Context: an optimization exercise on an open-source flow, tuned for small area, a short achievable clock period and few clock cycles. The choices shown serve that exercise and are no tape-out recipe. Function was checked by simulation only, so behaviour that the tests miss may differ from the original. Power figures rest on the tool's default switching activity, not on a simulated workload.

Setup of sierra:
Design ipc_core, start of the top module:
module ipc_core #(
    parameter LEFT_TH              = 2,
    parameter RIGHT_TH             = 1,
    parameter HAZARD_TH            = 1,
    parameter CNT_W                = 16,
    parameter BCNT_W               = 8,
    parameter DIR_W                = 8,
    parameter PERSIST_VERSION      = 16'h0001,
    parameter ADDR_W               = 16,
    parameter STORE_OFFSET         = 0,
    parameter MIN_SAVE_INTERVAL_MS = 32'd10000
) (
    input  wire          clk,
    input  wire          rst,
    input  wire          cmd_valid,
    output wire          cmd_ready,
    input  wire [15:0]   cmd,
    output wire          rsp_valid,
    output wire [3:0]    rsp_status,
    input  wire          flag_1,
    input  wire          flag_2,
    input  wire          flag_buz,
    input  wire [31:0]   now_ms,
    input  wire [31:0]   wall_s,
    output reg  [1:0]    owner,
    output reg           left_led,
    output reg           right_led,
    output reg           buz_out,
    output wire [15:0]   buz_duty,
    output wire [7:0]    pat_byte,
    output reg           pat_valid,
    output reg           nv_req,
    output reg           nv_we,
    output wire [ADDR_W-1:0] nv_addr,
    output wire [7:0]    nv_len,
    output wire [159:0]  nv_wdata,
    input  wire          nv_done,
    input  wire          nv_ok,
    input  wire [159:0]  nv_rdata,
    output wire [15:0]   rec_version,
    output reg  [15:0]   rec_crc,
    output reg  [31:0]   power_on_count,
    output reg  [31:0]   runtime_minutes,
    output reg  [31:0]   service_count,
    output reg  [31:0]   last_service_ts
);
    localparam BPC   = 2;                
    localparam NSTEP = 16 / BPC;
    localparam [1:0] IDLE = 2'd0, LEFT = 2'd1, RIGHT = 2'd2, HAZARD = 2'd3;
    localparam [3:0] ST_OK = 4'h0, ST_CORRUPT = 4'h1, ST_IO_ERROR = 4'h2,
                     ST_NOT_DUE = 4'h3, ST_ILLEGAL = 4'hF;
  ...
Settings: LEC_CHECK=0, CAP_MARGIN=20, CORE_MARGIN=2, CORE_UTILIZATION=50, PLACE_DENSITY=0.7, SETUP_SLACK_MARGIN=2.1, SLEW_MARGIN=20; clock period 5.0 ns.
standard.sh (not shown) runs the stock make flow with config.mk's settings and CLKGATE_MAP_FILE= SYNTH_SCRIPT=/design/flow/synth_recipe.tcl, a recipe that flattens the netlist after the stock synthesis.
==> flow/flow/run.sh <==
#!/bin/bash
# The standard layout, with every input and output port buffered by a
# sky130_fd_sc_hd__buf_1 instead of the default port buffer cell.
set -euo pipefail
bash standard.sh BUFFER_PORTS_ARGS="-buffer_cell sky130_fd_sc_hd__buf_1" finish > standard_flow.log 2>&1
sierra finished all stages; the layout is clean.
Testbench counts of sierra, summed over its fixed seeds: cycles 25,579.
Input-level comparison between nickel and sierra:
diff --git a/flow/config.mk b/flow/config.mk
--- a/flow/config.mk
+++ b/flow/config.mk
@@ -10,2 +10,2 @@
-export CORE_UTILIZATION = 50
-export PLACE_DENSITY = 0.7
+export CORE_UTILIZATION = 45
+export PLACE_DENSITY = 0.65
==> summary.txt <==
Summary of the comparison: overall power is higher in nickel, relative to sierra. Portion of the clock cycle consumed by the worst path in the final layout for nickel: 0.23 points up relative to sierra. There was hardly any difference in share of power burned in the clock network between sierra and nickel.
#### Input delta (raven over nickel)
diff --git a/flow/config.mk b/flow/config.mk
--- a/flow/config.mk
+++ b/flow/config.mk
@@ -10,3 +10,5 @@
-export CORE_UTILIZATION = 45
-export PLACE_DENSITY = 0.65
-export SETUP_SLACK_MARGIN = 2.1
+export CORE_UTILIZATION = 50
+export CTS_CLUSTER_DIAMETER = 60
+export CTS_CLUSTER_SIZE = 25
+export PLACE_DENSITY = 0.7
+export SETUP_SLACK_MARGIN = 1.8
[summary]
Re core utilization of the finished layout: nickel was lower than raven. The number of tapcells in raven sits 67 below the value recorded for nickel. For number of DRC markers in iteration 0, dividing the value from nickel by the value from raven gives 0.902. raven leaves less setup margin than nickel. raven against nickel; wire length of the first global-routing pass is up by a few percent. raven — maximum fanout along the worst path 7 higher, nickel as reference. Run comparison: raven launch point of the worst path cmd[0]; nickel launch point of the worst path pat_step[0]$_SDFFCE_PP0P_. Relative to nickel, synthesis-to-finish area growth has gone down in raven.
Changes in fjord relative to raven:
diff --git a/flow/config.mk b/flow/config.mk
--- a/flow/config.mk
+++ b/flow/config.mk
@@ -11,2 +10,0 @@
-export CTS_CLUSTER_DIAMETER = 60
-export CTS_CLUSTER_SIZE = 25
### Flow results
fjord completed every stage of the flow, and the final layout passed the timing, DRC and antenna checks.
fjord and raven ended up with roughly the same worst slack on hold paths.
Final non-filler cell area of fjord exceeds that of raven slightly.
Re met3 demand-to-capacity share in global routing: fjord is 0.21 points up on raven.
Looking at raven and fjord, the clock input transition at the sequential cells of the worst setup and hold paths is a wash.
Relative to raven, the critical path data arrival time of fjord is higher by 80 ps.
Average wire length per cell after detail routing: raven vs fjord — no meaningful difference
On sequential share of layout area, fjord tracks raven almost exactly.
Re number of max-cap violations: no difference whatsoever between raven and fjord.

## afterwards: timing with drivers on the ports
Ports are ideal in the flow. The routed layouts listed here were re-timed in OpenROAD. Step 1 assumes that a clkbuf_16 drives the clock port and a buf_2 every other input. Step 2 also shifts input and output timing later by t, the mid clock arrival at the registers, as if the neighbouring blocks saw the same clock. Slacks: ideal / step 1 / step 2; pairs: ideal / step 1.
run	shift t [ns]	setup slack, ns	worst slew at a driven data input, ns
sierra	0.609	1.991 / 1.938 / 1.472	0.13
nickel	0.613	1.979 / 1.917 / 1.469	0.15
raven	0.587	1.870 / 1.849 / 1.312	0.16
fjord	0.605	1.816 / 1.773 / 1.242	0.17
After both steps setup and hold are still met in every run listed. The setup slack of fjord, which loses most, moves by -0.043 ns with the drivers and by -0.574 ns with both steps.
